This is an optimization exercise on Yosys and OpenROAD, whose aim is small area and few clock cycles, not a production implementation. Where RTL was checked, it was by simulation tests only, not by an equivalence proof against the original. Function not checked in runs 1 to 3, 5 and 6: the RTL went through the layout flow alone. Power figures rest on the tool's default switching activity, not on a simulated workload.

### flow/config.mk
export PLATFORM = sky130hd
export DESIGN_NAME = sponge_engine
export DESIGN_NICKNAME = sponge_engine
export VERILOG_FILES = /design/flow/design.v
export SDC_FILE = /design/flow/constraint.sdc
export NUM_CORES = 8
export LEC_CHECK = 0
export CAP_MARGIN = 20
export CORE_MARGIN = 2
export CORE_UTILIZATION = 40
export SLEW_MARGIN = 20
### flow/constraint.sdc
create_clock -name core_clock -period 14.0 [get_ports {clk}]
set_input_delay 2.8000 -clock core_clock [delete_from_list [all_inputs] [get_ports {clk}]]
set_output_delay 2.8000 -clock core_clock [all_outputs]
set_load 0.01 [all_outputs]
### flow/design.v
module sponge_engine (
    input  wire          clk,
    input  wire          rst,
    input  wire          cmd_valid,
    output wire          cmd_ready,
    input  wire [31:0]   cmd_hdr,
    input  wire          din_valid,
    output wire          din_ready,
    input  wire [126:0]  din_data,
    output wire          rsp_valid,
    input  wire          rsp_ready,
    output wire [31:0]   rsp_word,
    output wire          dout_valid,
    input  wire          dout_ready,
    output wire [126:0]  dout_data,
    output wire          dout_last,
    output wire          preq_valid,
    input  wire          preq_ready,
    output wire [507:0]  preq_state,
    input  wire          prsp_valid,
    output wire          prsp_ready,
    input  wire [507:0]  prsp_state,
    output wire          st_busy,
    output wire [2:0]    st_fault,
    output wire [4:0]    st_io_count,
    output wire [4:0]    st_pattern_len,
    output wire [5:0]    st_out_len
);
    localparam FB = 127;
    localparam [2:0] IDLE = 3'd0,
                     ABS  = 3'd1,    
                     SQZ  = 3'd2,    
                     STP  = 3'd3,    
                     STT  = 3'd4,    
                     DRN  = 3'd5,    
                     RSP  = 3'd6,    
                     DOUT = 3'd7;    
    localparam [1:0] P_NONE = 2'd0, P_REQ = 2'd1, P_WAIT = 2'd2;
    localparam [1:0] OP_START = 2'd0, OP_ABSORB = 2'd1, OP_SQUEEZE = 2'd2, OP_FINISH = 2'd3;
    reg [3:0]    cnt;            
    reg [FB-1:0] lane0, lane1, lane2, lane3;
    reg [16*16-1:0] pr;          
    reg [3:0]    pphase;
    reg [1:0]    ophase;         
    reg [32*FB-1:0] ob;          
    reg [4:0]    pattern_len;
    reg [4:0]    io_count;
    reg [1:0]    absorb_pos;
    reg [1:0]    squeeze_pos;
    reg [5:0]    out_len;
    reg [2:0]    fault;
    reg [2:0]    phase;
    reg [1:0]    pst;
    reg [1:0]    cur_op;
    reg [2:0]    status;
    reg [16:0]   rem;            
    reg [3:0]    pnext;          
    reg          bad;            
    reg [1:0]    nb;             
    reg [5:0]    rsq;            
    reg [5:0]    ne;             
    reg [5:0]    eb;             
    reg [3:1]    wp;             
    reg [5:0]    dn;             
    reg          dv;             
    reg [FB-1:0] dreg;
    wire idle = (phase == IDLE);
    wire [1:0]  h_op   = cmd_hdr[1:0];
    wire [15:0] h_len  = cmd_hdr[23:8];
    wire        h_ok   = (cmd_hdr[7:2] == 6'd0) && (cmd_hdr[31:24] == 8'd0) &&
                         ((h_op == OP_START) || (h_op == OP_ABSORB) || (h_len == 16'd0));
    wire [16:0] h_paylen = (h_op == OP_START)  ? ({1'b0, h_len} + 17'd1) :
                           (h_op == OP_ABSORB) ? {1'b0, h_len} : 17'd0;
    wire        rem_nz    = (rem != 17'd0);
    wire [3:0]  pr_addr   = pphase + io_count[3:0] - cnt;
    reg  [15:0] cur_entry;
    integer pi;
    always @* begin
        cur_entry = 16'd0;
        for (pi = 0; pi < 16; pi = pi + 1)
            cur_entry = cur_entry | (pr[16*pi +: 16] & {16{pr_addr == pi[3:0]}});
    end
    wire        exhausted = (io_count == pattern_len);
    wire        abs_ok    = h_ok && (h_op == OP_ABSORB) && !exhausted && (cur_entry == h_len);
    wire [16:0] out_need  = {11'd0, out_len} + {1'b0, cur_entry};
    wire        sq_ok     = h_ok && (h_op == OP_SQUEEZE) && !exhausted && (out_need <= 17'd32);
    wire [1:0]  sq_avail  = 2'd3 - squeeze_pos;
    wire        sq_perm   = (cur_entry[5:0] > {4'd0, sq_avail});
    wire [1:0]  sq_m0     = sq_perm ? sq_avail : cur_entry[1:0];
    wire        early     = (abs_ok && (absorb_pos == 2'd3)) || (sq_ok && sq_perm);
    assign cmd_ready  = !rst && idle;
    wire   cmd_fire   = cmd_valid && cmd_ready;
    wire   creq       = (phase == ABS) && (pst == P_NONE) && (absorb_pos == 2'd2) &&
                        (rem != 17'd1) && din_valid && rem_nz;
    assign preq_valid = !rst && ((pst == P_REQ) || (idle && cmd_valid && early) || creq);
    wire   preq_fire  = preq_valid && preq_ready;
    wire [1:0] rho = cnt[1:0];
    wire [5:0] ent1 = eb + 6'd1;
    wire [5:0] ent2 = eb + 6'd2;
    wire [5:0] ent3 = eb + 6'd3;
    wire [1:0] orho = rho - ophase;
    wire m1 = wp[1] && (ent1[1:0] == orho);
    wire m2 = wp[2] && (ent2[1:0] == orho);
    wire m3 = wp[3] && (ent3[1:0] == orho);
    wire wr = m1 | m2 | m3;
    wire [4:0] went = m1 ? ent1[4:0] : m2 ? ent2[4:0] : ent3[4:0];
    wire [FB-1:0] wdat = ({FB{m1}} & lane1) | ({FB{m2}} & lane2) | ({FB{m3}} & lane3);
    wire [3:1] wp_left = wp & ~{m3, m2, m1};
    assign prsp_ready = !rst && (pst == P_WAIT) && ((phase != SQZ) || (wp_left == 3'd0));
    wire   prsp_fire  = prsp_valid && prsp_ready;
    wire abs_req   = (phase == ABS) && (pst == P_REQ);
    wire abs_wait  = (phase == ABS) && (pst == P_WAIT);
    wire abs_free  = (phase == ABS) && (pst == P_NONE);
    wire pat_align = (cnt == pnext);
    wire abs_rdy = rem_nz && ((abs_free && (absorb_pos != 2'd3)) ||
                              (abs_req && preq_ready) ||
                              (abs_wait && (nb != 2'd3)));
    assign din_ready = !rst && (abs_rdy ||
                         (rem_nz && ((phase == DRN) || (phase == STT))) ||
                         ((phase == STP) && pat_align));
    wire   din_fire  = din_valid && din_ready;
    wire   abs_fire  = din_valid && abs_rdy;    
    assign rsp_valid = !rst && (phase == RSP);
    wire   rsp_fire  = rsp_valid && rsp_ready;
    assign dout_valid = !rst && (phase == DOUT) && dv;
    wire   dout_fire  = dout_valid && dout_ready;
    wire sq_good = (cur_op == OP_SQUEEZE) && (status == 3'd0);
    assign rsp_word  = {6'd0, cur_op, (sq_good ? {10'd0, out_len} : 16'd0), 5'd0, status};
    assign dout_data = dreg;
    assign dout_last = (dn == out_len);
    assign st_busy        = !idle;
    assign st_fault       = fault;
    assign st_io_count    = io_count;
    assign st_pattern_len = pattern_len;
    assign st_out_len     = out_len;
    reg  clr_q;
    wire clr = rst || clr_q;
    wire [1:0] apos = absorb_pos;
    wire add_now = abs_free && abs_fire;
    wire park_req  = abs_req && abs_fire;                   
    wire park_wait = abs_wait && abs_fire && !prsp_fire;    
    wire comb      = prsp_fire;                             
    reg [3:1] xl, xp, yl, yd;
    integer k;
    always @* begin
        for (k = 1; k <= 3; k = k + 1) begin
            xl[k] = 1'b1; xp[k] = 1'b0; yl[k] = 1'b0; yd[k] = 1'b0;
            if (clr) begin
                xl[k] = 1'b0;
            end else if (comb) begin
                xl[k] = 1'b0; xp[k] = 1'b1;
                if (phase == ABS) begin
                    if (k <= nb) yl[k] = 1'b1;
                    else if ((k == nb + 1) && abs_fire) yd[k] = 1'b1;
                end
            end else if (add_now) begin
                if (k == apos + 1) yd[k] = 1'b1;
            end else if (park_req) begin
                if (k == 1) begin xl[k] = 1'b0; yd[k] = 1'b1; end
            end else if (park_wait) begin
                if (k == nb + 1) begin xl[k] = 1'b0; yd[k] = 1'b1; end
            end
        end
    end
    wire [FB-1:0] x1 = ({FB{xl[1]}} & lane1) | ({FB{xp[1]}} & prsp_state[2*FB-1:FB]);
    wire [FB-1:0] x2 = ({FB{xl[2]}} & lane2) | ({FB{xp[2]}} & prsp_state[3*FB-1:2*FB]);
    wire [FB-1:0] x3 = ({FB{xl[3]}} & lane3) | ({FB{xp[3]}} & prsp_state[4*FB-1:3*FB]);
    wire [FB-1:0] y1 = ({FB{yl[1]}} & lane1) | ({FB{yd[1]}} & din_data);
    wire [FB-1:0] y2 = ({FB{yl[2]}} & lane2) | ({FB{yd[2]}} & din_data);
    wire [FB-1:0] y3 = ({FB{yl[3]}} & lane3) | ({FB{yd[3]}} & din_data);
    wire [FB-1:0] s1, s2, s3;
    sponge_madd u_add1 (.a(x1), .b(y1), .s(s1));
    sponge_madd u_add2 (.a(x2), .b(y2), .s(s2));
    sponge_madd u_add3 (.a(x3), .b(y3), .s(s3));
    assign preq_state = {(creq ? s3 : lane3), lane2, lane1, lane0};
    wire l0_tag  = (phase == STT) && din_fire && !bad;
    always @(posedge clk) begin
        if (comb || l0_tag) lane0 <= l0_tag ? din_data : prsp_state[FB-1:0];
        lane1 <= s1;
        lane2 <= s2;
        lane3 <= s3;
    end
    wire dl_en   = ((phase == RSP) && sq_good) || (phase == DOUT);
    wire dload   = dl_en && (dn != out_len) && (dn[1:0] == orho) && (!dv || dout_fire);
    reg  [8*FB-1:0] otail;
    reg  [FB-1:0]   dnext;
    integer di;
    always @* begin
        dnext = {FB{1'b0}};
        for (di = 0; di < 8; di = di + 1) begin
            otail[FB*di +: FB] = (wr && (went[4:2] == di[2:0])) ? wdat : ob[FB*(4*di) +: FB];
            dnext = dnext | (otail[FB*di +: FB] & {FB{dn[4:2] == di[2:0]}});
        end
    end
    integer g;
    always @(posedge clk) begin
        for (g = 0; g < 8; g = g + 1) begin
            ob[FB*(4*g+0) +: FB] <= ob[FB*(4*g+1) +: FB];
            ob[FB*(4*g+1) +: FB] <= ob[FB*(4*g+2) +: FB];
            ob[FB*(4*g+2) +: FB] <= ob[FB*(4*g+3) +: FB];
            ob[FB*(4*g+3) +: FB] <= otail[FB*g +: FB];
        end
        if (dload) dreg <= dnext;
    end
    wire pinj = (phase == STP) && din_fire;
    always @(posedge clk) begin
        pr[0 +: 15*16] <= pr[16 +: 15*16];
        pr[15*16 +: 16] <= pinj ? din_data[15:0] : pr[0 +: 16];
    end
    wire pat_bad = (din_data == {FB{1'b0}}) || (din_data[FB-1:16] != {(FB-16){1'b0}});
    wire [1:0] nb_p = nb + {1'b0, din_fire};    
    wire [1:0] rmin = (rsq > 6'd3) ? 2'd3 : rsq[1:0];
    always @(posedge clk) begin
        if (rst) begin
            cnt         <= 4'd0;
            pattern_len <= 5'd0;
            io_count    <= 5'd0;
            absorb_pos  <= 2'd0;
            squeeze_pos <= 2'd0;
            out_len     <= 6'd0;
            fault       <= 3'd0;
            phase       <= IDLE;
            pst         <= P_NONE;
            cur_op      <= 2'd0;
            status      <= 3'd0;
            rem         <= 17'd0;
            pnext       <= 4'd0;
            bad         <= 1'b0;
            nb          <= 2'd0;
            rsq         <= 6'd0;
            ne          <= 6'd0;
            eb          <= 6'd0;
            wp          <= 3'd0;
            dn          <= 6'd0;
            dv          <= 1'b0;
            pphase      <= 4'd0;
            ophase      <= 2'd0;
            clr_q       <= 1'b0;
        end else begin
            clr_q <= cmd_fire && h_ok && ((h_op == OP_START) || (h_op == OP_FINISH));
            cnt <= cnt + 4'd1;
            wp  <= wp_left;
            if (preq_fire) pst <= P_WAIT;
            case (phase)
                IDLE: if (cmd_fire) begin
                    cur_op <= h_op;
                    status <= 3'd0;
                    rem    <= h_paylen;
                    dn     <= 6'd0;
                    dv     <= 1'b0;
                    if (!h_ok) begin
                        status <= 3'd5;
                        if (fault == 3'd0) fault <= 3'd5;
                        phase <= (h_paylen != 17'd0) ? DRN : RSP;
                    end else begin
                        case (h_op)
                            OP_START: begin
                                pattern_len <= 5'd0;
                                io_count    <= 5'd0;
                                absorb_pos  <= 2'd0;
                                squeeze_pos <= 2'd0;
                                out_len     <= 6'd0;
                                fault       <= 3'd0;
                                bad         <= 1'b0;
                                pphase      <= cnt + 4'd1;
                                pnext       <= cnt + 4'd1;
                                if (h_len > 16'd16) begin
                                    status <= 3'd4;
                                    fault  <= 3'd4;
                                    phase  <= DRN;
                                end else begin
                                    pattern_len <= h_len[4:0];
                                    phase <= (h_len == 16'd0) ? STT : STP;
                                end
                            end
                            OP_ABSORB: begin
                                if (exhausted || !abs_ok) begin
                                    status <= exhausted ? 3'd2 : 3'd1;
                                    if (fault == 3'd0) fault <= exhausted ? 3'd2 : 3'd1;
                                    phase <= (h_len != 16'd0) ? DRN : RSP;
                                end else begin
                                    io_count    <= io_count + 5'd1;
                                    squeeze_pos <= 2'd3;
                                    nb          <= 2'd0;
                                    phase       <= ABS;
                                    if (early) pst <= preq_fire ? P_WAIT : P_REQ;
                                end
                            end
                            OP_SQUEEZE: begin
                                if (exhausted || !sq_ok) begin
                                    status <= exhausted ? 3'd2 : 3'd4;
                                    if (fault == 3'd0) fault <= exhausted ? 3'd2 : 3'd4;
                                    phase <= RSP;
                                end else begin
                                    io_count    <= io_count + 5'd1;
                                    out_len     <= out_need[5:0];
                                    if (out_len == 6'd0) ophase <= early ? cnt[1:0] : cnt[1:0] + 2'd1;
                                    squeeze_pos <= squeeze_pos + sq_m0;
                                    eb          <= out_len - {4'd0, squeeze_pos} - 6'd1;
                                    wp          <= (sq_m0 == 2'd0) ? 3'b000 :
                                                   (sq_m0 == 2'd1) ? (3'b001 << squeeze_pos) :
                                                   (sq_m0 == 2'd2) ? (3'b011 << squeeze_pos) : 3'b111;
                                    ne          <= out_len + {4'd0, sq_m0};
                                    rsq         <= cur_entry[5:0] - {4'd0, sq_m0};
                                    if (early) begin
                                        pst   <= preq_fire ? P_WAIT : P_REQ;
                                        phase <= SQZ;
                                    end else begin
                                        phase <= RSP;
                                    end
                                end
                            end
                            default: begin  
                                pattern_len <= 5'd0;
                                io_count    <= 5'd0;
                                absorb_pos  <= 2'd0;
                                squeeze_pos <= 2'd0;
                                out_len     <= 6'd0;
                                phase       <= RSP;
                            end
                        endcase
                    end
                end
                ABS: begin
                    if (din_fire) rem <= rem - 17'd1;
                    if (pst == P_NONE) begin
                        if (din_fire) begin
                            absorb_pos <= absorb_pos + 2'd1;
                            if (rem == 17'd1) phase <= RSP;
                            else if (absorb_pos == 2'd2) begin
                                pst <= preq_fire ? P_WAIT : P_REQ;
                                nb  <= 2'd0;
                            end
                        end
                    end else if (pst == P_REQ) begin
                        if (preq_fire) nb <= din_fire ? 2'd1 : 2'd0;
                    end else begin  
                        if (prsp_fire) begin
                            nb         <= 2'd0;
                            absorb_pos <= nb_p;
                            if ((rem == 17'd0) || ((rem == 17'd1) && din_fire)) begin
                                pst   <= P_NONE;
                                phase <= RSP;
                            end else if (nb_p == 2'd3) begin
                                pst <= P_REQ;
                            end else begin
                                pst <= P_NONE;
                            end
                        end else if (din_fire) begin
                            nb <= nb + 2'd1;
                        end
                    end
                end
                SQZ: begin
                    if ((pst == P_WAIT) && prsp_fire) begin
                        absorb_pos  <= 2'd0;
                        squeeze_pos <= rmin;
                        eb          <= ne - 6'd1;
                        ne          <= ne + {4'd0, rmin};
                        wp          <= (rmin == 2'd1) ? 3'b001 : (rmin == 2'd2) ? 3'b011 : 3'b111;
                        rsq         <= rsq - {4'd0, rmin};
                        if (rsq > 6'd3) pst <= P_REQ;
                        else begin
                            pst   <= P_NONE;
                            phase <= RSP;
                        end
                    end
                end
                STP: if (din_fire) begin
                    rem   <= rem - 17'd1;
                    pnext <= pnext + 4'd1;
                    if (pat_bad) bad <= 1'b1;
                    if (rem == 17'd2) phase <= STT;
                end
                STT: if (din_fire) begin
                    rem <= rem - 17'd1;
                    if (bad) begin
                        status      <= 3'd3;
                        fault       <= 3'd3;
                        pattern_len <= 5'd0;
                    end
                    phase <= RSP;
                end
                DRN: if (din_fire) begin
                    rem <= rem - 17'd1;
                    if (rem == 17'd1) phase <= RSP;
                end
                RSP: begin
                    if (dload) begin
                        dn <= dn + 6'd1;
                        dv <= 1'b1;
                    end
                    if (rsp_fire) phase <= sq_good ? DOUT : IDLE;
                end
                default: begin  
                    if (dload) begin
                        dn <= dn + 6'd1;
                        dv <= 1'b1;
                    end else if (dout_fire) begin
                        dv <= 1'b0;
                    end
                    if (dout_fire && (dn == out_len) && !dload) phase <= IDLE;
                end
            endcase
        end
    end
endmodule
module sponge_madd (
    input  wire [126:0] a,
    input  wire [126:0] b,
    output wire [126:0] s
);
    localparam N  = 127;
    localparam BW = 8;
    localparam NB = 16;
    wire [N-1:0] p = a ^ b;
    wire [N-1:0] g = a & b;
    wire [N:0] cz;
    wire [N:0] c;
    wire [NB-1:0] bg, bp;
    wire [NB:0]   bcz;       
    wire [NB:0]   bpp;       
    wire [NB-1:0] bcin;
    wire          cin;
    genvar i, j;
    generate
        for (j = 0; j < NB; j = j + 1) begin : blk
            localparam LO = j * BW;
            localparam HI = (j * BW + BW - 1 < N - 1) ? (j * BW + BW - 1) : (N - 1);
            assign cz[LO] = 1'b0;
            for (i = LO; i <= HI; i = i + 1) begin : bit_z
                if (i < HI) assign cz[i+1] = g[i] | (p[i] & cz[i]);
            end
            assign bg[j] = g[HI] | (p[HI] & cz[HI]);
            assign bp[j] = &p[HI:LO];
            assign c[LO] = bcin[j];
            for (i = LO; i <= HI; i = i + 1) begin : bit_c
                if (i < HI) assign c[i+1] = g[i] | (p[i] & c[i]);
                assign s[i] = p[i] ^ c[i];
            end
        end
        assign bcz[0] = 1'b0;
        assign bpp[0] = 1'b1;
        for (j = 0; j < NB; j = j + 1) begin : bchain
            assign bcz[j+1] = bg[j] | (bp[j] & bcz[j]);
            assign bpp[j+1] = bpp[j] & bp[j];
        end
        assign cin = bcz[NB] | bpp[NB];
        for (j = 0; j < NB; j = j + 1) begin : bcin_g
            assign bcin[j] = bcz[j] | (cin & bpp[j]);
        end
    endgenerate
    assign c[N] = 1'b0;
    assign cz[N] = 1'b0;
endmodule
### flow/flow/run.sh
#!/bin/bash
# Layout flow: the standard flow with buf_1 port buffers and a lighter clock tree.
set -e
export BUFFER_PORTS_ARGS="-buffer_cell sky130_fd_sc_hd__buf_1"
export CTS_ARGS="-sink_clustering_enable -repair_clock_nets -dont_use_dummy_load -buf_list sky130_fd_sc_hd__clkbuf_8 -sink_clustering_size 16 -sink_clustering_max_diameter 60"
bash standard.sh > standard.log 2>&1
### flow/standard.sh
#!/bin/bash
# synth_recipe.tcl (not shown) runs the flow's synth.tcl, then flattens the netlist and writes it again
# the make line also repeats each setting of config.mk as NAME=value (left out here)
make -C /OpenROAD-flow-scripts/flow DESIGN_CONFIG=/design/flow/config.mk WORK_HOME=/design/flow/orfs CLKGATE_MAP_FILE= SYNTH_SCRIPT=/design/flow/synth_recipe.tcl "${@:-finish}"
==> results of run 1 <==
## power by group
part           total (W)  internal [W]  switching, W
sequential        0.0148        0.0146      0.000120
clock            0.00713       0.00261       0.00452
combinational    0.00147      0.000444       0.00102
total             0.0234        0.0177       0.00566
## cells by family (layout without fill, tap and decap cells)
kind of cell / count (synthesis) / count (layout) / share of synthesized area (%)
buf+inv: 786 / 2600 / 1.99
flops: 5049 / 5049 / 66.2
mux: 393 / 393 / 2.92
other cells: 1 / 131 / 0.00240
compound gates: 3206 / 3206 / 14.2
simple gates: 2107 / 2107 / 6.07
fa+ha+maj: 781 / 781 / 7.88
xor+xnor: 118 / 118 / 0.696
## state kept, by name (all words and copies together), names as in the netlist, 4 cells and up
register	cells
io_count	5
lane0	127
pnext	4
pr	256
lane3	127
rsq	6
eb	5
pphase	4
pattern_len	5
cnt	4
dn	6
ob	4064
out_len	6
lane1	127
lane2	127
dreg	127
ne	5
rem	17
## layout make-up
type,instances,share of cell area (%)
timing repair buffer,2103,6.47
multi-input combinational,6626,28.4
antenna,110,0.154
inverter,86,0.181
sequential,5049,58.0
clock buffer,411,3.16
tap,5197,3.64
## worst max-delay path by stage
stage	startpoint	to	slack (ns)	cells past startpoint
2_1_floorplan	rst	preq_state[404]	0.27	33
3_3_place_gp	preq_ready	preq_state[460]	-2.00	36
3_5_place_dp	preq_ready	preq_state[460]	-2.00	36
4_1_cts	prsp_valid	preq_state[452]	-0.01	38
5_1_grt	preq_ready	preq_state[428]	-0.05	37
6_report	preq_ready	preq_state[428]	0.20	37
## placed cells by master (no fill, tap or decap), drive strengths merged, types with 20 or more instances in the layout
cell type  instances
a211oi            43
a21o             169
a21oi            675
a222oi           127
a22o             773
a22oi            528
a31oi             26
and3              28
buf             2100
clkbuf           414
conb              21
dfxtp           4795
diode            110
edfxtp           254
fa               341
ha               439
inv               85
mux2             295
mux2i             78
mux4              20
nand2            737
nand2b            21
nand3            110
nand3b            27
nand4            229
nor2             696
nor2b             24
nor3              83
nor4              58
o211ai            25
o21a              27
o21ai            649
o31ai             20
xnor2             36
xor2              81
## per-layer routing
metal  global-route usage [%]  part of all wire (%)
met1                     39.9                    40
met2                     47.5                    42
met3                     6.14                   7.2
met4                     26.9                    10
met5                        0                 0.039
## worst reg2reg max path, delay by kind of cell (launching register included)
family	cells	cell delay, ns
and+or+nand+nor	9	1.94
DFF	1	0.35
adders and majority gates	9	3.78
AOI/OAI and AO/OA	12	3.50
buffers and inverters	9	2.06
xor gates and xnor gates	3	0.72
## repair_timing
| action | in CTS | in global routing |
|---|---|---|
| hold buffers | 0 | 0 |
| gates cloned | 1 | 0 |
| gates resized for setup | 131 | 81 |
| setup buffers | 12 | 8 |
| setup endpoints to repair | 78 | 33 |
| pin swaps | 45 | 67 |
## stage by stage
step | TNS [ns] | utilization, % | hold slack [ns]
2_1_floorplan | 0 | - | 0.310
3_3_place_gp | -76.10 | 44.2 | 0.310
3_5_place_dp | -73.13 | 44.2 | 0.312
4_1_cts | -0.0111 | 45.8 | 0.203
5_1_grt | -0.374 | 45.9 | 0.211
6_report | 0 | 45.9 | 0.213
==> impl_metrics.tcl, run 1 <==
set metrics [dict create \
    core_sq_mm 0.389 \
    ys_async_sr_fraction_pct 0 \
    syn_area_sq_mm 0.156 \
    crit_fanout 22 \
    critPathKind "in -> out" \
    place_ws_ns -2.00 \
    arrival_ns 11.00 \
    peakVddDrop_mv 0.0943 \
    drtAntennaViolNets 0 \
    vias 108000 \
    dpl.hpwl_mm 488 \
    pwr_density_cell_mw_per_mm2 131 \
    ys_types 98 \
    setup_viol_count_final 0 \
    worst-path-buf-inv 10 \
    grt.total_usage_pct 31.9 \
    numCtsBuffers 411 \
    clock_sinks 5049 \
    dpl_cell_area_sq_mm 0.172 \
    grt_pass1_vias 105000 \
    synth_top_cell_area_share_pct 61.4 \
    drt-pass1-iter-count 10 \
    wl_per_cell_microns 33.3 \
    hold_viol 0 \
    die_h_microns 629 \
    min_from "ob[1215]$_DFF_P_" \
    final_cell_area_sq_mm 0.179 \
    netlist_instances 12400 \
    place_congestion 1.07 \
    wl_mm 652 \
    min_to "ob[1088]$_DFF_P_" \
    globalRouteOverflowTotal 0 \
    num_rows 229 \
    fin_crit_sh_pct 98.5 \
    path_clk_slew_ns 0.09 \
    cts_tree "yes" \
    r2r-end "lane1[39]$_DFF_P_" \
    drv_slew 0 \
    total_power_w 0.0234 \
    setup_slack_ns 0.204 \
    relSlewSlack_pct 22.1 \
    synth_edf_count 254 \
    min_period_ns 13.80 \
    reg2regPathDepth 42 \
    synthTopCellsByArea "dfxtp_1, edfxtp_1, fa_1" \
    grt_antenna_before_repair 146 \
    r2r_start "cnt[0]$_SDFF_PP0_" \
    rsz0062_at_grt "true" \
    hold_path_depth 0 \
    ys_seq_area_share_pct 66.2 \
    worstSkewPairLatency_ns 1.16 \
    clk_path_buf_depth 4 \
    synth_common_cells "dfxtp_1, a22o_1, nand2_1" \
    io_buffers 1347 \
    regArea_sq_mm 0.104 \
    drive_gt1_share_pct 12.3 \
    htree_num_levels 5 \
    dp_cells 19000 \
    drtIter0Drc 11200 \
    n_fill_cell 36500 \
    power_leakage_nw 71.6 \
    outcome "complete, no violations" \
    hold_class "reg -> reg" \
    cp-start-kind "primary input" \
    synth_flop_cell "dfxtp_1" \
    crit_top_cell "fa_2" \
    grt_start_max_net_pins 127 \
    synth_top_area_cell "dfxtp_1" \
    final_cells 19600 \
    max_stage_delay_ns 0.48 \
    slowest_stage "nor3_4" \
    pin_count 1369 \
    grt_pass1_wl_mm 876 \
    synth-seq-cells 5049 \
    multi_input_area_sq_mm 0.0508 \
    dieArea_sq_mm 0.396 \
    synth_area_per_cell_sq_um 12.6 \
    crit_family "adder cells" \
    synthToLayoutAreaGrowth_pct 14.3 \
    die_width_microns 629 \
    start_util_pct 40.2 \
    layout.nets 15700 \
    skew_ns 0.180 \
    yosysMostFrequentCell "dfxtp_1" \
    required_ns 11.20 \
    worst_slew_pin_slew_ns 1.16 \
    route.detailed.drc 0 \
    end_kind "output port" \
    cap_violations 0 \
    via_per_inst 5.53 \
    ys_warn_count 1 \
    cts_root_buffer "clkbuf_8" \
    fmax_ghz 0.0725 \
    r2r_slack_ns 1.49 \
]
==> inputs of run 2 (changes only) <==
==> flow/flow/run.sh (replaced) <==
#!/bin/bash
# Layout flow: the standard flow with buf_1 port buffers, a lighter clock
# tree and downsizing of non-critical gates after global routing.
set -e
export BUFFER_PORTS_ARGS="-buffer_cell sky130_fd_sc_hd__buf_1"
export CTS_ARGS="-sink_clustering_enable -repair_clock_nets -dont_use_dummy_load -buf_list {sky130_fd_sc_hd__clkbuf_4 sky130_fd_sc_hd__clkbuf_8} -sink_clustering_size 14 -sink_clustering_max_diameter 60"
export RECOVER_POWER=100
bash standard.sh > standard.log 2>&1
==> run 2 against run 1 <==
Utilization hardly changed. Worst hold slack worse by 0.0054 ns. First-iteration DRC count is 0.80% lower. Die area stayed put. Synthesized cell count stayed put. Power is 1.1% higher. Via count is 0.45% higher. Sequential share of layout area hardly changed. The layout now fails its checks (max-capacitance violations, max-slew violations, negative setup slack). Sequential cell count stayed put.
==> impl_metrics.tcl, run 2 <==
set metrics [dict create \
    globalRouteOverflowTotal 0 \
    relSlewSlack_pct -465 \
    synth-seq-cells 5049 \
    largest_register "ob" \
    cap_violations 45 \
    ys_async_sr_fraction_pct 0 \
    setup_slack_ns -0.0392 \
    violations "max-capacitance violations, max-slew violations, negative setup slack" \
    synth_common_cells "dfxtp_1, a22o_1, nand2_1" \
    die_width_microns 629 \
    ctsHoldBuffers 0 \
    required_ns 14.65 \
    core_sq_mm 0.389 \
    cp-start-kind "primary input" \
    ys_seq_area_share_pct 66.2 \
    wl_per_cell_microns 33.3 \
    peakVddDrop_mv 0.0800 \
    dieArea_sq_mm 0.396 \
    clock_sinks 5049 \
    worst_slew_pin_slew_ns 8.48 \
    syn_area_sq_mm 0.156 \
    pwr_density_cell_mw_per_mm2 132 \
    cts_root_buffer "clkbuf_8" \
    grt_pass1_wl_mm 877 \
    reg2regPathDepth 15 \
    numCtsBuffers 445 \
    synth_top_cell_area_share_pct 61.4 \
    drt-pass1-iter-count 9 \
    io_buffers 1347 \
    ys_warn_count 1 \
    power_leakage_nw 71.6 \
    drtIter0Drc 11100 \
    fin_tns_setup_ns -0.131 \
    start_util_pct 40.2 \
    via_per_inst 5.54 \
    synth_top_area_cell "dfxtp_1" \
    crit_family "buffers and inverters" \
    min_period_ns 14.04 \
    synth_area_per_cell_sq_um 12.6 \
    grt.total_usage_pct 31.9 \
    regArea_sq_mm 0.104 \
    critPathKind "in -> reg" \
    route.detailed.drc 0 \
    grt_pass1_vias 105000 \
    fin_crit_sh_pct 100 \
    setup_viol_count_final 6 \
    r2r_slack_ns 0.71 \
    worstSkewPairLatency_ns 1.16 \
    slowest_stage "nand2_1" \
    hold_class "reg -> reg" \
    r2r-end "dreg[79]$_DFFE_PP_" \
    vias 109000 \
    end_kind "flip-flop" \
    min_to "ob[1849]$_DFF_P_" \
    critPathLaunch "rst" \
    netlist_instances 12400 \
    place_congestion 1.07 \
    yosysMostFrequentCell "dfxtp_1" \
    largest_register_ffs 4064 \
    arrival_ns 14.69 \
    cts_tree "yes" \
    wl_mm 654 \
    multi_input_area_sq_mm 0.0506 \
    rsz0062_at_grt "true" \
    synth_edf_count 254 \
    crit_chain "clkbuf_1 -> buf_4 -> clkbuf_1 -> a21oi_1 -> nand2_1 -> clkinv_1 -> nand3b_1 -> clkbuf_1 -> nand2_1 -> buf_4" \
    n_fill_cell 36500 \
    layout.nets 15800 \
    grt_antenna_before_repair 151 \
    crit_fanout 58 \
    synthToLayoutAreaGrowth_pct 14.3 \
    drv_slew 2527 \
    die_h_microns 629 \
    dpl.hpwl_mm 488 \
    worst-path-buf-inv 6 \
    fmax_ghz 0.0712 \
    ys_types 98 \
    hold_viol 0 \
    r2r_start "cnt[0]$_SDFF_PP0_" \
    drtAntennaViolNets 0 \
    crit_top_cell "clkbuf_1" \
    min_from "ob[1976]$_DFF_P_" \
    clk_path_buf_depth 4 \
    max_stage_delay_ns 3.17 \
    dpl_cell_area_sq_mm 0.172 \
    final_cell_area_sq_mm 0.179 \
    num_rows 229 \
    layout_common_cells "dfxtp_1, buf_1, a22o_1" \
    layout_commonest_cell "dfxtp_1" \
    drive_gt1_share_pct 11.7 \
    pin_count 1369 \
    reg_top3 "ob (4064), pr (256)" \
    skew_ns 0.139 \
    htree_num_levels 5 \
    path_clk_slew_ns 0.08 \
    hold_path_depth 0 \
    synthTopCellsByArea "dfxtp_1, edfxtp_1, fa_1" \
    synth_flop_cell "dfxtp_1" \
    outcome "failed layout checks" \
    grt_start_max_net_pins 127 \
]
==> run 2: timing repair <==
item / in CTS / in global routing
setup buffers: 12 / 10
setup endpoints to repair: 78 / 33
gates cloned: 1 / 0
pin swaps: 45 / 68
resized for setup: 131 / 68
endpoints found under the hold margin: 0 / 0
==> run 2: cells by family (layout without fill, tap and decap cells) <==
group / count (synthesis) / after routing / synth area share, %
compound gates: 3206 / 3206 / 14.2
xor+xnor: 118 / 118 / 0.696
fa+ha+maj: 781 / 781 / 7.88
buf+inv: 786 / 2636 / 1.99
flops: 5049 / 5049 / 66.2
mux: 393 / 393 / 2.92
other cells: 1 / 142 / 0.00240
simple gates: 2107 / 2107 / 6.07
==> run 2: power by group <==
part | internal, W | switching (W) | total, W
Sequential | 0.0146 | 0.000120 | 0.0148
Clock | 0.00281 | 0.00457 | 0.00739
Combinational | 0.000439 | 0.00102 | 0.00146
==> run 2: per-layer routing <==
| layer | track usage [%] | vias to the layer above | part of all wire (%) |
|---|---|---|---|
| met5 | 0 | - | 0.051 |
| li1 | - | 48000 | - |
| met1 | 39.8 | 54200 | 40 |
| met3 | 6.28 | 1538 | 7.3 |
| met2 | 47.6 | 5035 | 43 |
| met4 | 27.0 | 50 | 9.9 |
==> run 2: stage by stage <==
stage	total power [W]	hold slack (ns)	std cells	utilization [%]	worst slack, ns
2_1_floorplan	0.0158	0.310	12500	-	0.273
3_3_place_gp	0.0165	0.310	19000	44.2	-2.00
3_5_place_dp	0.0165	0.312	19000	44.2	-2.00
4_1_cts	0.0237	0.211	19500	45.9	-0.0111
5_1_grt	0.0244	0.219	19600	45.9	-0.0693
6_report	0.0236	0.207	19600	45.9	-0.0392
==> run 2: worst reg2reg max path, stage by stage (launching register included) <==
cell	delay, ns
dfxtp_1	0.35
inv_1	0.07
ha_1	0.21
xnor3_1	0.30
xnor2_1	0.33
and3_1	1.43
a211oi_1	0.24
o211ai_1	0.27
xor2_1	0.15
or2_2	0.36
nor2_4	0.08
clkbuf_1	5.69
clkbuf_1	2.56
a21oi_1	0.42
a22oi_1	0.29
nand4_1	0.29
==> run 2: how the worst max path moves through the flow <==
stage,depth (start not counted),slack (ns),to
2_1_floorplan,33,0.27,preq_state[404]
3_3_place_gp,36,-2.00,preq_state[460]
3_5_place_dp,36,-2.00,preq_state[460]
4_1_cts,38,-0.01,preq_state[452]
5_1_grt,37,-0.07,preq_state[436]
6_report,10,-0.04,lane0[75]$_DFFE_PP_
==> run 2: cell type report <==
type	count	share of cell area (%)
clock buffer	445	3.43
sequential	5049	58.0
tap	5197	3.64
antenna	121	0.169
multi-input combinational	6626	28.3
inverter	86	0.181
timing repair buffer	2105	6.31
==> inputs of run 3 (changes only) <==
--- a/flow/design.v
+++ b/flow/design.v
@@ -121,3 +121,2 @@
     wire   din_fire  = din_valid && din_ready;
-    wire   abs_fire  = din_valid && abs_rdy;    
     assign rsp_valid = !rst && (phase == RSP);
@@ -138,5 +137,6 @@
     wire [1:0] apos = absorb_pos;
-    wire add_now = abs_free && abs_fire;
-    wire park_req  = abs_req && abs_fire;                   
-    wire park_wait = abs_wait && abs_fire && !prsp_fire;    
+    wire add_now = abs_free && din_valid && rem_nz && (absorb_pos != 2'd3);
+    wire park_req  = abs_req && din_valid && rem_nz && preq_ready;    
+    wire wait_in   = abs_wait && din_valid && rem_nz && (nb != 2'd3);
+    wire park_wait = wait_in && !prsp_fire;                          
     wire comb      = prsp_fire;                             
@@ -153,3 +153,3 @@
                     if (k <= nb) yl[k] = 1'b1;
-                    else if ((k == nb + 1) && abs_fire) yd[k] = 1'b1;
+                    else if ((k == nb + 1) && wait_in) yd[k] = 1'b1;
                 end
==> flow/flow/run.sh (replaced) <==
#!/bin/bash
# Layout flow: the standard flow with buf_1 port buffers and a lighter clock tree.
set -e
export BUFFER_PORTS_ARGS="-buffer_cell sky130_fd_sc_hd__buf_1"
export CTS_ARGS="-sink_clustering_enable -repair_clock_nets -dont_use_dummy_load -buf_list {sky130_fd_sc_hd__clkbuf_4 sky130_fd_sc_hd__clkbuf_8} -sink_clustering_size 14 -sink_clustering_max_diameter 60"
bash standard.sh > standard.log 2>&1
==> run 3 against run 2 <==
Fails layout checks on negative setup slack. Sequential share of layout area decreased by 0.96 points. Power increased by 2.7%. Routed wire length increased by 7.3%. First-iteration DRC count increased by 22%. Die area increased by 1.1%. Fmax decreased by 1.0%. Combinational power increased by 32%. Count of clock-buffer cells in the layout increased by 5. Sequential cell count unchanged. Non-clock buffer count increased by 73.
==> impl_metrics.tcl, run 3 <==
set metrics [dict create \
    outcome "failed layout checks" \
    violations "negative setup slack" \
    r2r-end "lane1[79]$_DFF_P_" \
    worst-path-buf-inv 9 \
    ys_types 108 \
    setup_viol_count_final 11 \
    fin_crit_sh_pct 101 \
    layout.nets 16300 \
    synthTopCellsByArea "dfxtp_1, edfxtp_1, a22o_1" \
    dpl.hpwl_mm 533 \
    final_util_pct 46.2 \
    skew_ns 0.152 \
    ys_warn_count 1 \
    cts_root_buffer "clkbuf_8" \
    start_util_pct 40.2 \
    arrival_ns 11.38 \
    grt_antenna_before_repair 206 \
    num_rows 230 \
    ys_seq_area_share_pct 65.5 \
    drv_slew 0 \
    total_power_w 0.0243 \
    via_per_inst 5.62 \
    drive_gt1_share_pct 12.1 \
    fmax_ghz 0.0705 \
    whs_ns 0.228 \
    cp-start-kind "primary input" \
    n_fill_cell 36700 \
    reg_top3 "ob (4064), pr (256)" \
    synth-seq-cells 5049 \
    drtIter0Drc 13500 \
    synth_top_area_cell "dfxtp_1" \
    critPathKind "in -> out" \
    wl_per_cell_microns 34.6 \
    synthToLayoutAreaGrowth_pct 14.9 \
    clock_sinks 5049 \
    synth_area_per_cell_sq_um 12.2 \
    layout_common_cells "dfxtp_1, buf_1, nand2_1" \
    critPathLaunch "rst" \
    cts_tree "yes" \
    cap_violations 0 \
    core_sq_mm 0.393 \
    layout_commonest_cell "dfxtp_1" \
    hold_path_depth 0 \
    die_width_microns 633 \
    crit_family "adder cells" \
    synth_top_cell_area_share_pct 60.7 \
    worstSkewPairLatency_ns 1.20 \
    min_to "ob[857]$_DFF_P_" \
    crit_top_cell "fa_2" \
    drt-pass1-iter-count 8 \
    die_h_microns 633 \
    netlist_instances 13000 \
    synth_flop_cell "dfxtp_1" \
    r2r_slack_ns 1.60 \
    min_period_ns 14.18 \
    ctsHoldBuffers 0 \
    min_from "ob[984]$_DFF_P_" \
    io_buffers 1347 \
    grt_pass1_wl_mm 926 \
    fin_tns_setup_ns -0.859 \
    largest_register "ob" \
    reg2regPathDepth 35 \
    setup_slack_ns -0.183 \
    grt_start_max_net_pins 110 \
    end_kind "output port" \
    route.detailed.drc 0 \
    largest_register_ffs 4064 \
    hold_viol 0 \
    pin_count 1369 \
    rsz0062_at_grt "true" \
    max_stage_delay_ns 0.46 \
    slowest_stage "fa_2" \
    ys_async_sr_fraction_pct 0 \
    htree_num_levels 5 \
    numCtsBuffers 450 \
    grt.total_usage_pct 33.9 \
    vias 114000 \
    r2r_start "rem[2]$_SDFFE_PP0P_" \
    crit_fanout 27 \
    clk_path_buf_depth 4 \
    synth_common_cells "dfxtp_1, nand2_1, a22o_1" \
    wl_mm 702 \
    grt_pass1_vias 107000 \
    path_clk_slew_ns 0.08 \
    power_leakage_nw 73.1 \
    yosysMostFrequentCell "dfxtp_1" \
    synth_edf_count 254 \
    place_congestion 1.03 \
    worst_slew_pin_slew_ns 1.26 \
    drtAntennaViolNets 0 \
    hold_class "reg -> reg" \
    relSlewSlack_pct 15.2 \
    place_ws_ns -2.40 \
    peakVddDrop_mv 0.0820 \
    syn_area_sq_mm 0.158 \
    globalRouteOverflowTotal 0 \
    pwr_density_cell_mw_per_mm2 133 \
    dieArea_sq_mm 0.400 \
    required_ns 11.20 \
]
[run 3: changes by cell type in the layout (fill, tap and decap cells not counted), moves of 101 or more]
cell,before,now
a21o_1,169,61
clkbuf_1,141,0
a21oi_1,665,844
a211oi_1,37,219
mux2_2,247,146
a22oi_1,525,193
buf_4,658,775
nor2_1,688,830
o21ai_0,632,530
nand2_1,736,1089
[run 3: cell families after synthesis]
kind of cell | count (synthesis) | synth area share, %
flip-flops | 5049 | 65.5
AO/OA/AOI/OAI | 3247 | 14.4
AND/OR/NAND/NOR | 2653 | 7.39
buffers and inverters | 905 | 2.32
adder cells (fa/ha/maj) | 781 | 7.79
multiplexers | 256 | 1.89
XOR/XNOR | 119 | 0.706
other | 1 | 0.00237
[run 3: worst max path at each step]
stage	endpoint	slack, ns	cells after the start
3_5_place_dp	preq_state[420]	-2.40	36
5_1_grt	preq_state[460]	-0.30	37
3_3_place_gp	preq_state[460]	-3.04	40
2_1_floorplan	preq_state[476]	0.01	31
6_report	preq_state[460]	-0.18	34
4_1_cts	preq_state[484]	-0.88	41
[run 3: worst reg2reg max path: cells and delay by family (launching register included)]
family / cells / cell delay, ns
compound gates: 11 / 3.75
simple gates: 7 / 2.72
xor+xnor: 1 / 0.15
fa+ha+maj: 8 / 3.45
buf+inv: 8 / 1.82
flops: 1 / 0.37
[run 3: final cells by class]
cell class	count	area (sq um)	area share, %
inverters	106	405	0.223
clock buffers	450	6190	3.41
multi-input cells	7077	52100	28.6
well taps	5220	6530	3.59
diodes	189	473	0.260
flip-flops and latches	5049	104000	57.0
repair buffers	2178	12500	6.88
[run 3: metrics by stage]
| stage | cell area, sq um | std cells |
|---|---|---|
| floorplan | 158000 | 13000 |
| global placement | 174000 | 19600 |
| detailed placement | 174000 | 19600 |
| CTS | 181000 | 20100 |
| global route | 182000 | 20200 |
| finish | 182000 | 20300 |
[run 3: report_power, final]
group	internal (W)	leakage, nW	switching [W]
combinational	0.000578	28.6	0.00134
sequential	0.0146	41.2	0.000242
clock	0.00284	3.24	0.00464
[run 3: repair_timing]
| action | in CTS | in global routing |
|---|---|---|
| hold endpoints to repair | 0 | 0 |
| gates resized for setup | 157 | 123 |
| buffers inserted | 14 | 14 |
| endpoints found under the setup margin | 116 | 55 |
| pin swaps | 31 | 130 |
| cloned | 0 | 2 |
[run 3: routing by layer]
layer  track usage [%]  part of all wire [%]  up-vias
li1                  -                     -    49800
met1              43.5                    40    57100
met2              49.6                    42     5725
met3              9.55                   9.7     1329
met4              22.4                   7.8       70
met5                 0                 0.062        -
==> inputs of run 4 (changes only) <==
--- a/flow/design.v
+++ b/flow/design.v
@@ -108,4 +108,6 @@
     wire [3:1] wp_left = wp & ~{m3, m2, m1};
-    assign prsp_ready = !rst && (pst == P_WAIT) && ((phase != SQZ) || (wp_left == 3'd0));
+    wire   prsp_take  = (pst == P_WAIT) && ((phase != SQZ) || (wp_left == 3'd0));
+    assign prsp_ready = !rst && prsp_take;
     wire   prsp_fire  = prsp_valid && prsp_ready;
+    wire   prsp_in    = prsp_valid && prsp_take;
     wire abs_req   = (phase == ABS) && (pst == P_REQ);
@@ -135,3 +137,3 @@
     reg  clr_q;
-    wire clr = rst || clr_q;
+    wire clr = clr_q;
     wire [1:0] apos = absorb_pos;
@@ -140,4 +142,4 @@
     wire wait_in   = abs_wait && din_valid && rem_nz && (nb != 2'd3);
-    wire park_wait = wait_in && !prsp_fire;                          
-    wire comb      = prsp_fire;                             
+    wire park_wait = wait_in && !prsp_in;                            
+    wire comb      = prsp_in;                               
     reg [3:1] xl, xp, yl, yd;
==> run 4 against run 3 <==
Now clean on timing, DRC and antenna. Sequential cell count stayed put. Largest cell class unchanged. Sequential power is 12% higher. Critical path type unchanged. Critical endpoint is now preq_state[476]. Design area is 2.3% lower.
==> impl_metrics.tcl, run 4 <==
set metrics [dict create \
    largest_register_ffs 4064 \
    drv_slew 0 \
    ys_async_sr_fraction_pct 0 \
    die_width_microns 630 \
    min_from "ob[2777]$_DFF_P_" \
    p_sw_share_pct 30.1 \
    worst_slew_pin_slew_ns 1.34 \
    grt_pass1_wl_mm 872 \
    pwr-share-seq_pct 58.5 \
    hold_path_depth 0 \
    r2r_slack_ns 1.94 \
    ys_types 98 \
    synth_edf_count 254 \
    pwr_density_cell_mw_per_mm2 161 \
    synth_top_cell_area_share_pct 61.2 \
    synth-seq-cells 5049 \
    drive_gt1_share_pct 10.7 \
    fin_crit_sh_pct 98.5 \
    clock_power_share_pct 25.7 \
    dieArea_sq_mm 0.397 \
    clk_path_buf_depth 4 \
    worstSkewPairLatency_ns 1.23 \
    grt_antenna_before_repair 194 \
    grt_start_max_net_pins 121 \
    io_buffers 1347 \
    layout_common_cells "dfxtp_1, buf_1, a21oi_1" \
    outcome "complete, no violations" \
    cap_violations 0 \
    htree_num_levels 5 \
    pin_count 1369 \
    path_clk_slew_ns 0.09 \
    hold_class "reg -> reg" \
    place_ws_ns -0.927 \
    synth_common_cells "dfxtp_1, a21oi_1, nor2_1" \
    peakVddDrop_mv 0.0994 \
    relSlewSlack_pct 9.68 \
    num_rows 229 \
    synth_area_per_cell_sq_um 12.6 \
    required_ns 11.20 \
    grt_pass1_vias 103000 \
    setup_slack_ns 0.207 \
    grt.total_usage_pct 31.8 \
    drtAntennaViolNets 0 \
    die_h_microns 630 \
    cts_tree "yes" \
    cp-start-kind "primary input" \
    min_to "ob[2650]$_DFF_P_" \
    wl_per_cell_microns 33.5 \
    skew_ns 0.180 \
    syn_area_sq_mm 0.157 \
    via_per_inst 5.63 \
    cts_root_buffer "clkbuf_8" \
    crit_top_cell "fa_2" \
    critPathKind "in -> out" \
    reg2regPathDepth 35 \
    final_cells 19500 \
    synth_flop_cell "dfxtp_1" \
    wl_mm 653 \
    whs_ns 0.246 \
    reg_top3 "ob (4064), pr (256)" \
    dpl.hpwl_mm 487 \
    dp_cells 18800 \
    arrival_ns 10.99 \
    ys_warn_count 1 \
    max_stage_delay_ns 0.52 \
    synthToLayoutAreaGrowth_pct 13.3 \
    synth_top_area_cell "dfxtp_1" \
    pwr-share-comb_pct 15.8 \
    total_power_w 0.0286 \
    power_leakage_nw 71.4 \
    yosysMostFrequentCell "dfxtp_1" \
    largest_register "ob" \
    slowest_stage "nor4_4" \
    clock_sinks 5049 \
    crit_fanout 12 \
    netlist_instances 12500 \
    place_congestion 1.15 \
    min_period_ns 13.79 \
    drt-pass1-iter-count 10 \
    setup_viol_count_final 0 \
    numCtsBuffers 442 \
    r2r-end "lane1[71]$_DFF_P_" \
    r2r_start "cnt[0]$_SDFF_PP0_" \
    end_kind "output port" \
    core_sq_mm 0.390 \
    start_util_pct 40.2 \
    fmax_ghz 0.0725 \
    hold_viol 0 \
    synthTopCellsByArea "dfxtp_1, a22o_1, edfxtp_1" \
    p_int_w 0.0200 \
    layout.nets 15600 \
    switchingPower_w 0.00862 \
    ys_seq_area_share_pct 66.1 \
    globalRouteOverflowTotal 0 \
    route.detailed.drc 0 \
    layout_commonest_cell "dfxtp_1" \
    drtIter0Drc 12300 \
    vias 110000 \
]
## run 4: area by class of cell
type,instances,area (sq um)
well taps,5197,6500
inverters,87,327
fillers,36400,212000
diodes,147,368
clock buffers,442,6080
flip-flops and latches,5049,104000
repair buffers,1876,9900
multi-input cells,6658,50800
## run 4: power groups by stage
stage	Clock, W	Combinational, W	Sequential [W]
CTS	0.00753	0.00437	0.0166
finish	0.00736	0.00452	0.0167
detailed placement	0	0.00433	0.0170
floorplan	0	0.00223	0.0166
global route	0.00807	0.00475	0.0168
global placement	0	0.00432	0.0170
## run 4: critical path: cells and delay by family
kind                     cells  cell delay [ns]
XOR/XNOR                     1             0.18
AND/OR/NAND/NOR             11             1.85
AO/OA/AOI/OAI                5             0.99
buffers and inverters       10             1.54
multiplexers                 1             0.30
adder cells (fa/ha/maj)      8             3.25
## run 4: logic make-up after synthesis
family          after synthesis  share of synthesized area (%)
fa+ha+maj                   782                           7.87
simple gates               2163                           6.15
mux                         382                           2.86
flops                      5049                           66.1
compound gates             3195                           14.3
other cells                   1                        0.00239
xor+xnor                    115                          0.671
buf+inv                     782                           2.03
## run 4: repair_timing
| item | CTS | global route |
|---|---|---|
| pin swaps | 9 | 18 |
| buffers inserted | 11 | 8 |
| gates cloned | 3 | 1 |
| endpoints found under the hold margin | 0 | 0 |
| setup endpoints to repair | 47 | 30 |
| resized for setup | 48 | 77 |
| hold buffers | 0 | 0 |
## run 4: worst max path at each step
stage / cells past startpoint / startpoint / slack (ns) / to
after global routing: 34 / din_valid / -0.02 / preq_state[460]
after CTS: 34 / din_valid / -0.01 / preq_state[460]
after floorplan: 28 / din_valid / 0.66 / preq_state[428]
final: 36 / din_valid / 0.21 / preq_state[476]
after global placement: 31 / din_valid / -0.98 / preq_state[484]
after detailed placement: 31 / din_valid / -0.93 / preq_state[484]
## run 4: routing by layer
layer | wire (microns) | track usage, % | vias up
li1 | - | - | 47600
met1 | 262000 | 40.0 | 54800
met2 | 272000 | 46.0 | 5630
met3 | 74400 | 12.4 | 1395
met4 | 43600 | 18.7 | 110
met5 | 1120 | 0.725 | -
## run 4: through the flow
step / util, % / TNS [ns] / instance area [sq um]
2_1_floorplan: - / 0 / 157000
3_3_place_gp: 43.7 / -21.43 / 170000
3_5_place_dp: 43.7 / -19.23 / 170000
4_1_cts: 45.4 / -0.0139 / 177000
5_1_grt: 45.5 / -0.0427 / 177000
6_report: 45.6 / 0 / 178000
Testbench counts of run 4, summed over its fixed seeds: cycles 10,061.
==> inputs of run 5 (changes only) <==
--- a/flow/design.v
+++ b/flow/design.v
@@ -176,3 +176,3 @@
     sponge_madd u_add3 (.a(x3), .b(y3), .s(s3));
-    assign preq_state = {(creq ? s3 : lane3), lane2, lane1, lane0};
+    assign preq_state = {s3, lane2, lane1, lane0};
     wire l0_tag  = (phase == STT) && din_fire && !bad;
==> run 5 against run 4 <==
Still clean on timing, DRC and antenna. First-iteration DRC count down 3.3%. Count of clock-buffer cells in the layout down 3. Final cell count up 0.73%. Utilization about the same. Largest cell class unchanged.
==> impl_metrics.tcl, run 5 <==
set metrics [dict create \
    outcome "complete, no violations" \
    cap_violations 0 \
    clock_sinks 5049 \
    final_cell_area_sq_mm 0.179 \
    largest_register "ob" \
    r2r_slack_ns 2.13 \
    layout_commonest_cell "dfxtp_1" \
    synth_top_area_cell "dfxtp_1" \
    synthMuxAreaShare_pct 1.98 \
    die_h_microns 630 \
    clk_path_buf_depth 4 \
    setup_viol_count_final 0 \
    yosysMostFrequentCell "dfxtp_1" \
    place_congestion 1.01 \
    synth_xor_xnor_area_share_pct 0.659 \
    num_rows 230 \
    cts_root_buffer "clkbuf_8" \
    ys_async_sr_fraction_pct 0 \
    numCtsBuffers 439 \
    regArea_sq_mm 0.104 \
    io_buffers 1347 \
    ys_types 105 \
    die_width_microns 630 \
    via_per_inst 5.56 \
    synth-simple-area-share_pct 6.23 \
    largest_register_ffs 4064 \
    arrival_ns 11.03 \
    relSlewSlack_pct 22.9 \
    n_fill_cell 36700 \
    netlist_instances 12500 \
    globalRouteOverflowTotal 0 \
    route.detailed.drc 0 \
    layout_common_cells "dfxtp_1, buf_1, a22o_1" \
    crit_top_cell "fa_2" \
    synthTopCellsByArea "dfxtp_1, edfxtp_1, a22o_1" \
    synthToLayoutAreaGrowth_pct 13.8 \
    worstSkewPairLatency_ns 1.21 \
    synth_top_cell_area_share_pct 61.2 \
    synth-seq-cells 5049 \
    required_ns 11.20 \
    grt_antenna_before_repair 167 \
    pin_count 1369 \
    critPathKind "in -> out" \
    pwr_density_cell_mw_per_mm2 156 \
    min_period_ns 13.83 \
    fmax_ghz 0.0723 \
    grt_pass1_wl_mm 877 \
    cp-start-kind "primary input" \
    htree_num_levels 5 \
    max_stage_delay_ns 0.71 \
    drv_slew 0 \
    fin_tns_setup_ns 0 \
    dieArea_sq_mm 0.397 \
    end_kind "output port" \
    synth_flop_cell "dfxtp_1" \
    drtAntennaViolNets 0 \
    start_util_pct 40.1 \
    synth_common_cells "dfxtp_1, a22o_1, nand2_1" \
    path_clk_slew_ns 0.08 \
    fin_crit_sh_pct 98.8 \
    grt_pass1_vias 104000 \
    wl_mm 656 \
    grt_start_max_net_pins 128 \
    grt.total_usage_pct 32.0 \
    synth_edf_count 254 \
    dpl.hpwl_mm 495 \
    drtIter0Drc 11900 \
    worst_slew_pin_slew_ns 1.12 \
    cts_tree "yes" \
    ys_warn_count 1 \
    dpl_cell_area_sq_mm 0.172 \
    power_leakage_nw 71.2 \
    synth_area_per_cell_sq_um 12.5 \
    wl_per_cell_microns 33.5 \
    layout.nets 15700 \
    multi_input_area_sq_mm 0.0506 \
    skew_ns 0.146 \
    yosys.area_share.adder_pct 7.86 \
    ctsHoldBuffers 0 \
    synth_compound_area_share_pct 15.0 \
    hold_viol 0 \
    ys_seq_area_share_pct 66.0 \
    vias 109000 \
    reg_top3 "ob (4064), pr (256)" \
    peakVddDrop_mv 0.0908 \
    hold_class "reg -> reg" \
    final_util_pct 45.6 \
    syn_area_sq_mm 0.157 \
    drive_gt1_share_pct 10.8 \
    slowest_stage "or4b_2" \
    core_sq_mm 0.391 \
    synth_top_family_by_area "compound AO/OA/AOI/OAI gates" \
    drt-pass1-iter-count 14 \
    crit_fanout 9 \
]
==> run 5: area by class of cell <==
cell class / count / area share [%]
sequential: 5049 / 58.0
multi-input combinational: 6632 / 28.3
timing repair buffer: 2014 / 6.16
tap: 5220 / 3.66
clock buffer: 439 / 3.38
inverter: 121 / 0.254
antenna: 123 / 0.172
==> run 5: through the flow <==
| stage | std cells | hold WS (ns) | worst slack (ns) | total power [W] |
|---|---|---|---|---|
| 5_1_grt | 19600 | 0.266 | -0.0218 | 0.0289 |
| 4_1_cts | 19500 | 0.241 | 0.0138 | 0.0279 |
| 3_5_place_dp | 19000 | 0.312 | -1.03 | 0.0207 |
| 2_1_floorplan | 12600 | 0.310 | 0.320 | 0.0185 |
| 3_3_place_gp | 19000 | 0.310 | -0.956 | 0.0207 |
| 6_report | 19600 | 0.247 | 0.165 | 0.0279 |
==> run 5: layer usage <==
| metal | part of all wire [%] | GRT usage (%) | vias up | wire length [microns] |
|---|---|---|---|---|
| li1 | - | - | 48100 | - |
| met1 | 40 | 40.3 | 54600 | 263000 |
| met2 | 43 | 47.8 | 5018 | 283000 |
| met3 | 7.5 | 6.39 | 1316 | 49300 |
| met4 | 9.1 | 25.6 | 28 | 59900 |
| met5 | 0.024 | 0 | - | 158 |
==> run 5: cell families after synthesis <==
family                   Yosys count
XOR/XNOR                         113
other                              1
flip-flops                      5049
multiplexers                     261
adder cells (fa/ha/maj)          781
AO/OA/AOI/OAI                   3339
AND/OR/NAND/NOR                 2117
buffers and inverters            874
==> run 5: worst max-delay path: cells and delay by family <==
| family | cells | cell delay (ns) |
|---|---|---|
| AO/OA/AOI/OAI | 12 | 2.57 |
| XOR/XNOR | 1 | 0.23 |
| adder cells (fa/ha/maj) | 8 | 3.11 |
| buffers and inverters | 7 | 1.18 |
| AND/OR/NAND/NOR | 4 | 1.10 |
==> run 5: worst paths after layout <==
path                                   startpoint                 end  cells past startpoint
worst max-delay path                    din_valid     preq_state[444]                     32
worst min-delay path             ob[1254]$_DFF_P_    ob[1127]$_DFF_P_                      0
worst max register to register  cnt[0]$_SDFF_PP0_  lane1[111]$_DFF_P_                     39
worst min register to register   ob[1254]$_DFF_P_    ob[1127]$_DFF_P_                      0
==> run 5: repair_timing <==
action,CTS,global route
resized for setup,51,72
pin swaps,10,16
endpoints found under the setup margin,50,31
buffers inserted,4,1
cloned,1,0
==> run 5: report_power, final <==
part,leakage (nW),total [W],switching (W),internal [W]
combinational,26.9,0.00407,0.00269,0.00139
sequential,41.1,0.0165,0.000926,0.0156
clock,3.16,0.00736,0.00458,0.00278
==> inputs of run 6 (changes only) <==
==> flow/flow/run.sh (replaced) <==
#!/bin/bash
# Layout flow: the standard flow with buf_1 port buffers and a lighter clock tree.
set -e
export BUFFER_PORTS_ARGS="-buffer_cell sky130_fd_sc_hd__buf_1"
export CTS_ARGS="-sink_clustering_enable -repair_clock_nets -dont_use_dummy_load -buf_list sky130_fd_sc_hd__clkbuf_4 -sink_clustering_size 10 -sink_clustering_max_diameter 40"
bash standard.sh > standard.log 2>&1
==> run 6 against run 5 <==
Setup slack improved by 0.072 ns. Still clean. Synthesized cell count unchanged. Largest power group unchanged. Non-clock buffer count increased by 10. Final cell count increased by 1.3%. Largest cell class unchanged. Power decreased by 1.9%. Critical path depth increased by 1. Register-to-register slack improved by 0.02 ns.
==> impl_metrics.tcl, run 6 <==
set metrics [dict create \
    required_ns 11.20 \
    synth_edf_count 254 \
    critPathKind "in -> out" \
    syn_area_sq_mm 0.157 \
    crit_fanout 25 \
    netlist_instances 12500 \
    ys_seq_area_share_pct 66.0 \
    grt_pass1_vias 106000 \
    ys_async_sr_fraction_pct 0 \
    wl_mm 658 \
    cap_violations 0 \
    fin_crit_sh_pct 98.3 \
    worstSkewPairLatency_ns 1.69 \
    largest_register "ob" \
    globalRouteOverflowTotal 0 \
    synth_common_cells "dfxtp_1, a22o_1, nand2_1" \
    synth_top_area_cell "dfxtp_1" \
    setup_viol_count_final 0 \
    slowest_stage "fa_2" \
    peakVddDrop_mv 0.100 \
    crit_family "adder cells" \
    numCtsBuffers 670 \
    start_util_pct 40.1 \
    power_leakage_nw 71.1 \
    pwr_density_cell_mw_per_mm2 154 \
    largest_register_ffs 4064 \
    fin_tns_setup_ns 0 \
    htree_num_levels 6 \
    hold_path_depth 0 \
    vias 110000 \
    drv_slew 0 \
    min_period_ns 13.76 \
    via_per_inst 5.56 \
    fmax_ghz 0.0727 \
    setup_slack_ns 0.238 \
    drive_gt1_share_pct 12.5 \
    ys_warn_count 1 \
    dieArea_sq_mm 0.397 \
    relSlewSlack_pct 16.3 \
    drtIter0Drc 11400 \
    layout_commonest_cell "dfxtp_1" \
    ctsHoldBuffers 0 \
    layout.nets 16000 \
    wl_per_cell_microns 33.1 \
    drt-pass1-iter-count 10 \
    drtAntennaViolNets 0 \
    hold_class "reg -> reg" \
    core_sq_mm 0.391 \
    layout_common_cells "dfxtp_1, buf_1, a22o_1" \
    path_clk_slew_ns 0.11 \
    clk_path_buf_depth 4 \
    cp.depth 33 \
    crit_top_cell "fa_2" \
    cts_root_buffer "clkbuf_4" \
    place_congestion 1.01 \
    rsz0062_at_grt "true" \
    grt_antenna_before_repair 174 \
    skew_ns 0.173 \
    grt.total_usage_pct 32.1 \
    n_fill_cell 37000 \
    pin_count 1369 \
    grt_pass1_wl_mm 883 \
    num_rows 230 \
    arrival_ns 10.96 \
    yosysMostFrequentCell "dfxtp_1" \
    end_kind "output port" \
    final_util_pct 45.4 \
    clock_sinks 5049 \
    cp-start-kind "primary input" \
    max_stage_delay_ns 0.61 \
    synthTopCellsByArea "dfxtp_1, edfxtp_1, a22o_1" \
    final_cells 19900 \
    hold_viol 0 \
    ys_types 105 \
    die_width_microns 630 \
    cts_tree "yes" \
    synth-seq-cells 5049 \
    route.detailed.drc 0 \
    dp_cells 19000 \
    synthToLayoutAreaGrowth_pct 13.4 \
    place_ws_ns -1.03 \
    outcome "complete, no violations" \
    reg_top3 "ob (4064), pr (256)" \
    synth_flop_cell "dfxtp_1" \
    worst_slew_pin_slew_ns 1.24 \
    grt_start_max_net_pins 128 \
    worst-path-buf-inv 9 \
    io_buffers 1347 \
    synth_top_cell_area_share_pct 61.2 \
    dpl.hpwl_mm 495 \
    synth_area_per_cell_sq_um 12.5 \
    die_h_microns 630 \
    reg2regPathDepth 39 \
]
## run 6: path summary, 6_finish.rpt
check / startpoint / end / slack [ns]
setup / recovery: din_valid / preq_state[459] / 0.24
setup reg to reg: cnt[0]$_SDFF_PP0_ / lane2[111]$_DFF_P_ / 2.15
hold reg to reg: ob[2537]$_DFF_P_ / ob[2410]$_DFF_P_ / 0.26
hold / removal: ob[2537]$_DFF_P_ / ob[2410]$_DFF_P_ / 0.26
## run 6: kinds of logic (layout without fill, tap and decap cells)
family / Yosys count / count (layout) / share of synthesized area, %
xor+xnor: 113 / 113 / 0.659
flops: 5049 / 5049 / 66.0
other cells: 1 / 166 / 0.00239
mux: 261 / 261 / 1.98
fa+ha+maj: 781 / 781 / 7.86
compound gates: 3339 / 3339 / 15.0
simple gates: 2117 / 2117 / 6.23
buf+inv: 874 / 2815 / 2.27
## run 6: area by class of cell
cell class	count	area (sq um)	area share, %
inverter	121	454	0.255
timing repair buffer	2024	11100	6.26
multi-input combinational	6632	50700	28.5
sequential	5049	104000	58.3
antenna	145	363	0.204
tap	5220	6530	3.67
clock buffer	670	5030	2.83
## run 6: where the power goes
group          total [W]  switching (W)  internal, W
clock network    0.00679        0.00460      0.00219
logic            0.00411        0.00270      0.00141
registers         0.0165       0.000928       0.0156
total             0.0274        0.00823       0.0192
## run 6: metrics by stage
stage / power, W / hold WS (ns) / cell area (sq um)
after global placement: 0.0207 / 0.310 / 172000
final: 0.0274 / 0.257 / 178000
after floorplan: 0.0185 / 0.310 / 157000
after global routing: 0.0284 / 0.215 / 178000
after CTS: 0.0274 / 0.225 / 177000
after detailed placement: 0.0207 / 0.312 / 172000
## run 6: timing repair
action / CTS / global route
buffers inserted: 10 / 5
gates cloned: 1 / 0
setup endpoints to repair: 66 / 32
resized for setup: 128 / 49
pin swaps: 28 / 31
## run 6: routing by layer
metal  global-route usage (%)  routed length (microns)  vias to the layer above  part of all wire (%)
met5                        0                      138                        -                 0.021
met4                     25.2                    58800                       26                   8.9
met3                     6.78                    49800                     1443                   7.6
met2                     48.4                   286000                     5222                    43
met1                     40.2                   264000                    55000                    40
li1                         -                        -                    48800                     -

[afterwards: timing with drivers on the ports]
How much do the figures lean on ideal ports? The routed layouts below were timed once more, with nothing changed but the port constraints. Step 1 (the two cells are an assumption about what drives the block):
set clk [get_ports {clk}]
set_driving_cell -lib_cell sky130_fd_sc_hd__clkbuf_16 $clk
set_driving_cell -lib_cell sky130_fd_sc_hd__buf_2 [delete_from_list [all_inputs] $clk]
Step 2 times the ports against the registers' clock, not the clock port: input delays grow and output delays shrink by t, the midpoint of the rising clock arrivals with the driver on. a / b / c = ideal ports / drivers / drivers and shift; a / b = the first two.
run	shift t [ns]	setup WS [ns]	slew at the worst register clock pin (ns)
run 1	1.198	0.204 / 0.154 / 0.154	0.11 / 0.11
run 2	1.219	-0.039 / -0.010 / -1.229	0.10 / 0.10
run 3	1.260	-0.183 / -0.245 / -0.228	0.10 / 0.10
run 4	1.264	0.207 / 0.121 / 0.121	0.10 / 0.10
run 5	1.258	0.165 / 0.145 / 0.145	0.10 / 0.10
run 6	1.724	0.238 / 0.196 / 0.215	0.12 / 0.12
The setup slack of run 2, which loses most, moves by +0.029 ns with the drivers and by -1.190 ns with both steps.
